Background: an optimization exercise with open tools, aiming at small area, a short achievable clock period and few clock cycles per item. Do not read the settings as production practice. The RTL was checked by simulation tests, not by an equivalence proof against the original design.

## ct_meas
module ct_meas (
    input  wire        clk,
    input  wire        rst,         
    input  wire        start,       
    input  wire        mode,        
    input  wire [1:0]  chan,        
    input  wire [15:0] raw,         
    output reg         ready,
    output reg         done,
    output reg         accept,
    output reg  [1:0]  chan_next,
    output wire [34:0] ohms,
    output wire [15:0] vmv,
    output wire [27:0] digits,      
    output reg         alert
);
Size: ~160 flip-flops, ~110 I/O pins, roughly 15000 µm² of cells after synthesis.
clock: 10.0 ns
lec_check: 0
cap_margin: 20
core_margin: 2
core_utilization: 60
cts_buf_list: sky130_fd_sc_hd__clkbuf_4 sky130_fd_sc_hd__clkbuf_8
place_density: 0.75
setup_slack_margin: 5
slew_margin: 20
standard.sh (not shown) runs the stock make flow with config.mk's settings and CLKGATE_MAP_FILE= SYNTH_SCRIPT=/design/flow/synth_recipe.tcl, a recipe that flattens the netlist after the stock synthesis.
==> flow/flow/run.sh <==
#!/bin/bash
# Own flow: the standard layout (standard synthesis unchanged), with
# - port buffers of a plain buffer cell (every port still gets one).
set -euo pipefail
MARGIN=$(cat flow/margin.txt)
PORTBUF=$(cat flow/portbuf.txt)
bash standard.sh SETUP_SLACK_MARGIN="$MARGIN" "BUFFER_PORTS_ARGS=-buffer_cell $PORTBUF" finish > flow_standard.log 2>&1
==> flow/flow/margin.txt <==
6.0
==> flow/flow/portbuf.txt <==
sky130_fd_sc_hd__buf_2
Testbench counts at the start, summed over its fixed seeds: cycles 14,789, items 2,048.
==> next run, changes <==
==> flow/flow/margin.txt (replaced) <==
5.75
Settings changed: PLACE_DENSITY 0.75 to 0.65.
Effect: The new run passed the timing, design-rule and antenna checks. Global-route usage hardly moves. Cell count hardly moves. Wire length went down slightly. Design area went down slightly. Clock skew went down by 0.0068 ns. Utilization went down by 0.63 points. Setup slack loses 0.12 ns. Maximum frequency went down by a few percent. First-iteration DRC count went up by a few percent.
==> next run, changes <==
==> flow/flow/margin.txt (replaced) <==
6.5
=> Critical path depth came out higher by 1. Setup slack is better by 0.36 ns. Area after synthesis is unchanged. Hold slack loses 0.0075 ns.
==> next run, changes <==
==> flow/flow/margin.txt (replaced) <==
6.0
Result:
- The new run passed the timing, design-rule and antenna checks
- first-iteration DRC count fell by about 23%
- maximum frequency goes down by 5.8%
- synthesized cell count stays the same
- non-clock buffer count went down by 106
- via count drops by about 6%
==> next run, changes <==
==> flow/flow/margin.txt (replaced) <==
6.25
After rerunning: Wire length goes up by 6.4%; synthesized area stays the same; flip-flop and latch count stays the same; count of clock-buffer cells in the layout is unchanged; maximum frequency goes up by 3.1%; via count goes up by 4.5%; clock skew goes down by 0.0053 ns.

---

ct_meas, a different RTL version from the one above (not shown whole).
Size in the first run: roughly 150 flip-flops, ~110 I/O pins, about 11000 sq um of cells after synthesis.
export LEC_CHECK = 0
export CAP_MARGIN = 20
export CORE_MARGIN = 2
export CORE_UTILIZATION = 40
export SETUP_SLACK_MARGIN = 5
export SLEW_MARGIN = 20
create_clock -name core_clock -period 10.0 [get_ports {clk}]
==> flow/flow/margin.txt <==
6.0
Scripts as last shown in full above: flow/flow/run.sh, flow/flow/portbuf.txt
The starting point went through all stages and came out clean.
Testbench counts at the start, summed over its fixed seeds: cycles 29,389, items 2,048.
Edit:
==> flow/flow/margin.txt (replaced) <==
6.25
Global-route usage fell by 0.25 points.
Cell count rose by 0.99%.
Cell area rose by 2.2%.
Wire length fell by 0.48%.
Synthesized area does not change.
Synthesized cell count is unchanged.
Edit:
==> flow/flow/margin.txt (replaced) <==
6.5
Outcome: The new run finished with timing, DRC and antenna clean. Die area is unchanged. Cell count grows by a few percent. Routed wire length grows by roughly a tenth. Core utilization grows by 5.3 points.

---

Setup of the baseline:
Another version of the RTL of ct_meas (not shown whole).
Size in the first run: roughly 0.011 mm² of cells after synthesis.
==> flow/config.mk <==
export PLATFORM = sky130hd
export DESIGN_NAME = ct_meas
export DESIGN_NICKNAME = ct_meas
export VERILOG_FILES = /design/flow/design.v
export SDC_FILE = /design/flow/constraint.sdc
export NUM_CORES = 4
export LEC_CHECK = 0
export CAP_MARGIN = 20
export CORE_MARGIN = 2
export CORE_UTILIZATION = 60
export CTS_BUF_LIST = sky130_fd_sc_hd__clkbuf_4 sky130_fd_sc_hd__clkbuf_8
export CTS_CLUSTER_SIZE = 40
export PLACE_DENSITY = 0.75
export SETUP_SLACK_MARGIN = 5
export SLEW_MARGIN = 20
==> flow/constraint.sdc <==
create_clock -name core_clock -period 10.0 [get_ports {clk}]
set_input_delay 2.0000 -clock core_clock [delete_from_list [all_inputs] [get_ports {clk}]]
set_output_delay 2.0000 -clock core_clock [all_outputs]
set_load 0.01 [all_outputs]
==> flow/flow/margin.txt <==
6.25
Scripts as last shown in full above: flow/flow/run.sh, flow/flow/portbuf.txt
Testbench counts of the baseline, summed over its fixed seeds: cycles 28,021, items 2,048.
--- input diff the baseline..the candidate ---
Settings: removing CTS_CLUSTER_SIZE (formerly 40).
==> flow/flow/portbuf.txt <==
sky130_fd_sc_hd__buf_1
Findings:
- | final worst-path setup slack | the candidate vs the baseline | worse |
- Going from the baseline to the candidate, via-per-instance ratio grows by about 1.1%.
- The higher non-clock buffer count of the candidate and the baseline is in the baseline.
- [compare] base=the baseline new=the candidate: area growth from synthesis to layout dropped 1.8 points, worst clock skew barely changed.
- Higher fraction of area in registers goes to the candidate over the baseline.

---

Setup of north:
The RTL this note starts from:
==> flow/design.v <==
module ct_meas (
    input  wire        clk,
    input  wire        rst,         
    input  wire        start,       
    input  wire        mode,        
    input  wire [1:0]  chan,        
    input  wire [15:0] raw,         
    output wire        ready,
    output reg         done,
    output reg         accept,
    output reg  [1:0]  chan_next,
    output wire [34:0] ohms,
    output wire [15:0] vmv,
    output wire [27:0] digits,      
    output wire        alert
);
    localparam [1:0] F_IDLE = 2'd0,
                     F_INIT = 2'd1,
                     F_DIV  = 2'd2;
    localparam [26:0] VDIV = 27'd48904255;     
    reg [1:0]  state;
    reg [15:0] s;
    reg [1:0]  ch;
    reg        md;
    reg        slo, shi;       
    reg        nodiv;          
    reg [26:0] rem;            
    reg [5:0]  cnt;            
    reg        first;          
    reg        xb;             
    reg        qd;             
    reg [34:0] q;
    reg [27:0] bcd;
    reg        fin;            
    reg        b_md, b_neg, b_acc;
    reg [1:0]  b_ch, b_cn;
    reg        vneg;           
    reg        rmode;          
    wire neg  = s[15];
    wire last = (cnt == 6'd1);
    assign ohms   = q;
    assign vmv    = q[15:0] ^ {16{vneg}};
    assign digits = bcd;
    assign alert  = rmode && (q[34:7] == 28'd0) && (q[6:0] <= 7'd80);
    assign ready = (state == F_IDLE) || (state == F_INIT && nodiv) ||
                   (state == F_DIV && last);
    wire take = start && ready;
    wire signed [15:0] sraw = raw;
    wire in_lo  = (sraw <= 16'sd8000);
    wire in_hi  = (sraw >= 16'sd24000);
    wire in_pos = !raw[15] && (raw != 16'd0);
    wire in_acc = (!in_lo && !in_hi) || (chan == 2'd3 && in_lo) ||
                  (chan == 2'd0 && in_hi);
    wire in_nodiv = !mode && (!in_acc || !in_pos);
    wire       acc_i = md || (!slo && !shi) || (ch == 2'd3 && slo) ||
                       (ch == 2'd0 && shi);
    wire [1:0] cn_i  = (md || acc_i) ? ch : slo ? ch + 2'd1 : ch - 2'd1;
    wire [1:0] lsel = s[14] ? 2'd3 : (s[13] || ch != 2'd3) ? 2'd2 : s[12] ? 2'd1 : 2'd0;
    reg [15:0] r_init;
    reg [5:0]  k_init;
    reg        x_init;
    always @(*) begin
        case ({ch, lsel})
            {2'd0, 2'd3}: begin r_init = 16'd15776; k_init = 6'd12; x_init = 1'b0; end
            {2'd0, 2'd2}: begin r_init = 16'd7888; k_init = 6'd13; x_init = 1'b0; end
            {2'd1, 2'd3}: begin r_init = 16'd9750; k_init = 6'd16; x_init = 1'b0; end
            {2'd1, 2'd2}: begin r_init = 16'd4875; k_init = 6'd17; x_init = 1'b0; end
            {2'd2, 2'd3}: begin r_init = 16'd12500; k_init = 6'd19; x_init = 1'b0; end
            {2'd2, 2'd2}: begin r_init = 16'd6250; k_init = 6'd20; x_init = 1'b0; end
            {2'd3, 2'd3}: begin r_init = 16'd10437; k_init = 6'd22; x_init = 1'b1; end
            {2'd3, 2'd2}: begin r_init = 16'd5218; k_init = 6'd23; x_init = 1'b1; end
            {2'd3, 2'd1}: begin r_init = 16'd2609; k_init = 6'd24; x_init = 1'b0; end
            {2'd3, 2'd0}: begin r_init = 16'd0; k_init = 6'd36; x_init = 1'b1; end
            default: begin r_init = 16'bx; k_init = 6'bx; x_init = 1'bx; end
        endcase
    end
    wire [26:0] rem_init = md ? {1'b0, {s, 10'd746} ^ {26{neg}}} : {11'd0, r_init};
    wire [5:0]  cnt_init = md ? 6'd15 : k_init;
    wire        xb_init  = md ? neg : x_init;
    reg [19:0] kc;
    always @(*) begin
        case (ch)
            2'd0:    kc = 20'd986;
            2'd1:    kc = 20'd9750;
            2'd2:    kc = 20'd100000;
            default: kc = 20'd668000;
        endcase
    end
    wire [3:0]  vidx  = cnt[3:0] - 4'd2;
    wire [14:0] vtail = neg ? 15'd25600 : 15'd8192;
    wire [5:0]  kidx  = cnt - 6'd18;
    wire        xb_nx = (state == F_INIT) ? xb_init :
                        md ? (cnt >= 6'd2 && vtail[vidx])
                           : (cnt >= 6'd18 && kc[kidx[4:0]]);
    reg [27:0] kb6;
    always @(*) begin
        case ({b_md, b_ch})
            3'd0:    kb6 = 28'hFFFF67A;    
            3'd1:    kb6 = 28'hFFF68B6;    
            3'd2:    kb6 = 28'hFF66666;    
            3'd3:    kb6 = 28'hF998666;    
            default: kb6 = 28'h6666666;
        endcase
    end
    wire        sgn   = rem[26];
    wire [26:0] t     = {rem[25:0], xb};
    wire [26:0] dvs   = md ? VDIV : {11'd0, s};
    wire [26:0] ad_a  = fin ? bcd[26:0] : t;
    wire [26:0] ad_b  = fin ? kb6[26:0] : (dvs ^ {27{!sgn}});
    wire        ad_c  = fin ? (b_md ? b_neg : qd) : !sgn;
    wire [27:0] ad_s  = {1'b0, ad_a} + {1'b0, ad_b} + {27'd0, ad_c};
    wire [26:0] rem_n = ad_s[26:0];
    wire        qb    = !ad_s[26];
    reg [27:0] bcd_adj;
    reg [3:0]  dd;
    integer i;
    always @(*) begin
        for (i = 0; i < 7; i = i + 1) begin
            dd = bcd[4*i +: 4];
            bcd_adj[4*i+3] = dd[3] | (dd[2] & dd[1]) | (dd[2] & dd[0]);
            bcd_adj[4*i+2] = (dd[3] & dd[0]) | (dd[2] & !dd[1] & !dd[0]);
            bcd_adj[4*i+1] = (dd[3] & !dd[0]) | (!dd[2] & dd[1]) | (dd[1] & dd[0]);
            bcd_adj[4*i+0] = (dd[3] & !dd[0]) | (!dd[3] & !dd[2] & dd[0]) |
                             (dd[2] & dd[1] & !dd[0]);
        end
    end
    wire qin = md ? qb : (qd && !first);
    reg [19:0] kneg;
    always @(*) begin
        case ({b_md, b_ch})
            3'd0:    kneg = 20'd1047590;  
            3'd1:    kneg = 20'd1038826;  
            3'd2:    kneg = 20'd948576;   
            3'd3:    kneg = 20'd380576;   
            default: kneg = 20'd0;
        endcase
    end
    wire [20:0] lo_s  = {1'b0, q[19:0]} + {1'b0, kneg} + {20'd0, !b_md && qd};
    wire [14:0] hi_m1 = q[34:20] - 15'd1;
    wire [34:0] q_cor = {(!b_md && !lo_s[20]) ? hi_m1 : q[34:20], lo_s[19:0]};
    wire [27:0] xs    = {bcd[27] ^ kb6[27] ^ ad_s[27], ad_s[26:0]};
    wire [6:0]  dcy;
    genvar g;
    generate
        for (g = 0; g < 6; g = g + 1) begin : dcarry
            assign dcy[g] = xs[4*g+4] ^ bcd[4*g+4] ^ kb6[4*g+4];
        end
    endgenerate
    assign dcy[6] = (bcd[27] & kb6[27]) | (ad_s[27] & (bcd[27] ^ kb6[27]));
    reg [27:0] bcd_cor;
    always @(*) begin
        for (i = 0; i < 7; i = i + 1)
            bcd_cor[4*i +: 4] = dcy[i] ? xs[4*i +: 4] : xs[4*i +: 4] - 4'd6;
    end
    always @(posedge clk) begin
        if (take) begin
            s     <= raw;
            ch    <= chan;
            md    <= mode;
            slo   <= in_lo;
            shi   <= in_hi;
            nodiv <= in_nodiv;
        end
        rem   <= (state == F_INIT) ? rem_init : rem_n;
        cnt   <= (state == F_INIT) ? cnt_init : cnt - 6'd1;
        xb    <= xb_nx;
        qd    <= qb;
        first <= (state == F_INIT);
        if (state == F_INIT) begin
            b_md  <= md;
            b_neg <= neg;
            b_ch  <= ch;
            b_acc <= acc_i;
            b_cn  <= cn_i;
        end
        if (fin) begin
            q         <= q_cor;
            bcd       <= bcd_cor;
            accept    <= b_acc;
            chan_next <= b_cn;
            vneg      <= b_md && b_neg;
            rmode     <= !b_md;
        end else if (first) begin
            q   <= {34'd0, qin};
            bcd <= {27'd0, qin};
        end else begin
            q   <= {q[33:0], qin};
            bcd <= {bcd_adj[26:0], qin};
        end
        if (rst) begin
            state <= F_IDLE;
            fin   <= 1'b0;
            done  <= 1'b0;
        end else begin
            done <= fin;
            fin  <= (state == F_INIT && nodiv) || (state == F_DIV && last);
            case (state)
                F_IDLE: if (take) state <= F_INIT;
                F_INIT: state <= nodiv ? (take ? F_INIT : F_IDLE) : F_DIV;
                default: if (last) state <= take ? F_INIT : F_IDLE;
            endcase
        end
    end
endmodule
clock: 10.0 ns
lec_check: 0
cap_margin: 20
core_margin: 2
core_utilization: 40
setup_slack_margin: 5
slew_margin: 20
run.sh (not shown) runs the stock make flow with config.mk's settings and CLKGATE_MAP_FILE= SYNTH_SCRIPT=/design/flow/synth_recipe.tcl, a recipe that flattens the netlist after the stock synthesis.
Stock flow here: none of the scripts above is used.
north finished all stages; the layout is clean.
Testbench counts of north, summed over its fixed seeds: cycles 30,778, items 2,048.
Here is what was changed in the inputs of south compared with north.
==> flow/flow/run.sh (new file) <==
#!/bin/bash
set -euo pipefail
MARGIN=$(cat flow/margin.txt)
bash standard.sh SETUP_SLACK_MARGIN="$MARGIN" finish > flow_standard.log 2>&1
==> flow/flow/margin.txt (new file) <==
6.5
==> flow/standard.sh (new file) <==
#!/bin/bash
# synth_recipe.tcl (not shown) runs the flow's synth.tcl, then flattens the netlist and writes it again
# the make line also repeats each setting of config.mk as NAME=value (left out here)
make -C /OpenROAD-flow-scripts/flow DESIGN_CONFIG=/design/flow/config.mk WORK_HOME=/design/flow/orfs CLKGATE_MAP_FILE= SYNTH_SCRIPT=/design/flow/synth_recipe.tcl "${@:-finish}"
removed: flow/run.sh
## What came out
- The flow did not stop early for south: all stages ran, and the layout cleared the timing, design-rule and antenna checks.
- The minimum setup slack among reg-to-reg paths in south sits 0.75 ns above the value recorded for north.
- Against north as the reference, south delivers a higher routed wire length on met2.
- In the reports for south and north, the larger area fraction of clock buffers and clock inverters belongs to north.
- Delta (south minus north): iteration count of the initial detailed-routing pass went down, post-synthesis instance area did not really move, synthesized flop and latch total did not really move.
- Summary — post-cts repair resize count, south relative to north: higher, by 164.
- south against north.

---

Another version of the RTL of ct_meas (not shown whole).
Size in the first run: about 150 flip-flops, roughly 110 I/O pins.
Settings: LEC_CHECK=0, CAP_MARGIN=20, CORE_MARGIN=2, CORE_UTILIZATION=60, CTS_BUF_LIST=sky130_fd_sc_hd__clkbuf_4 sky130_fd_sc_hd__clkbuf_8, PLACE_DENSITY=0.65, SETUP_SLACK_MARGIN=5, SLEW_MARGIN=20; clock period 10.0 ns.
standard.sh (not shown) runs the stock make flow with config.mk's settings and CLKGATE_MAP_FILE= SYNTH_SCRIPT=/design/flow/synth_recipe.tcl, a recipe that flattens the netlist after the stock synthesis.
==> flow/flow/run.sh <==
#!/bin/bash
# Own flow: the standard layout (standard synthesis unchanged), with
# - port buffers of a plain buffer cell (every port still gets one).
set -euo pipefail
MARGIN=$(cat flow/margin.txt)
PORTBUF=$(cat flow/portbuf.txt)
bash standard.sh SETUP_SLACK_MARGIN="$MARGIN" "BUFFER_PORTS_ARGS=-buffer_cell $PORTBUF" finish > flow_standard.log 2>&1
==> flow/flow/margin.txt <==
5.0
==> flow/flow/portbuf.txt <==
sky130_fd_sc_hd__buf_2
The starting point finished with timing, DRC and antenna clean.
Testbench counts at the start, summed over its fixed seeds: cycles 14,789, items 2,048.
==> next run, changes <==
==> flow/flow/margin.txt (replaced) <==
6.0
The new run ran to the end with no violations.
Final area climbs by 3.7%.
Sequential share of layout area drops by 0.79 points.
Utilization climbs by 2.6 points.
Worst setup slack hardly moves.
==> next run, changes <==
==> flow/flow/margin.txt (replaced) <==
4.5
Outcome:
- synthesized area does not change
- utilization is lower by 3.0 points
- count of clock-buffer cells in the layout is higher by 1
- cell area is lower by 4.1%
- worst setup slack is worse by 0.27 ns
- die area is unchanged
- register-to-register slack is worse by 0.27 ns
- cell count is lower by about 2%
- maximum frequency is lower by 4.8%

static timing again, ports no longer ideal:
The flow's constraints put no driver on any port. The routed layouts listed below were extracted and timed again, unchanged, in two steps. Step 1, drivers: a clkbuf_16 drives clk and a buf_2 each remaining input, both assumed. Step 2 times the ports against the registers' clock, not the clock port: input delays grow and output delays shrink by t, the midpoint of the rising clock arrivals with the driver on. a / b / c = no drivers / after step 1 / after step 2; a / b = the first two.
run	shift t [ns]	slack for setup (ns)	worst setup path after step 2	slew at the worst register clock pin (ns)	worst data-port slew with drivers (ns)
the first run of note 1	0.513	6.046 / 6.067 / 5.554	input to register	0.12 / 0.12	0.04
the second run of note 1	0.538	5.922 / 5.922 / 5.415	input to register	0.11 / 0.11	0.04
the third run of note 1	0.528	6.277 / 6.270 / 5.742	input to register	0.11 / 0.11	0.16
the fourth run of note 1	0.524	6.050 / 6.078 / 5.554	input to register	0.12 / 0.12	0.03
the fifth run of note 1	0.519	6.170 / 6.165 / 5.646	input to register	0.12 / 0.12	0.07
the first run of note 2	0.471	6.123 / 6.074 / 5.707	input to register	0.07 / 0.07	0.05
the second run of note 2	0.476	6.310 / 6.258 / 5.782	input to register	0.07 / 0.07	0.16
the third run of note 2	0.476	6.214 / 6.214 / 5.808	input to register	0.08 / 0.08	0.12
the baseline	0.503	6.339 / 6.299 / 5.859	input to register	0.09 / 0.09	0.05
the candidate	0.496	6.306 / 6.325 / 5.829	input to register	0.09 / 0.09	0.04
north	0.478	5.169 / 5.123 / 5.413	register to register	0.07 / 0.07	0.03
south	0.475	5.969 / 5.922 / 6.159	register to register	0.07 / 0.07	0.03
the first run of note 5	0.517	4.640 / 4.640 / 4.640	register to register	0.09 / 0.09	0.04
the second run of note 5	0.516	4.640 / 4.640 / 4.640	register to register	0.10 / 0.10	0.04
the third run of note 5	0.505	4.367 / 4.367 / 4.367	register to register	0.10 / 0.10	0.03
After both steps setup and hold are still met in every run listed. The setup slack of the third run of note 1, which loses most, moves by -0.007 ns with the drivers and by -0.535 ns with both steps.
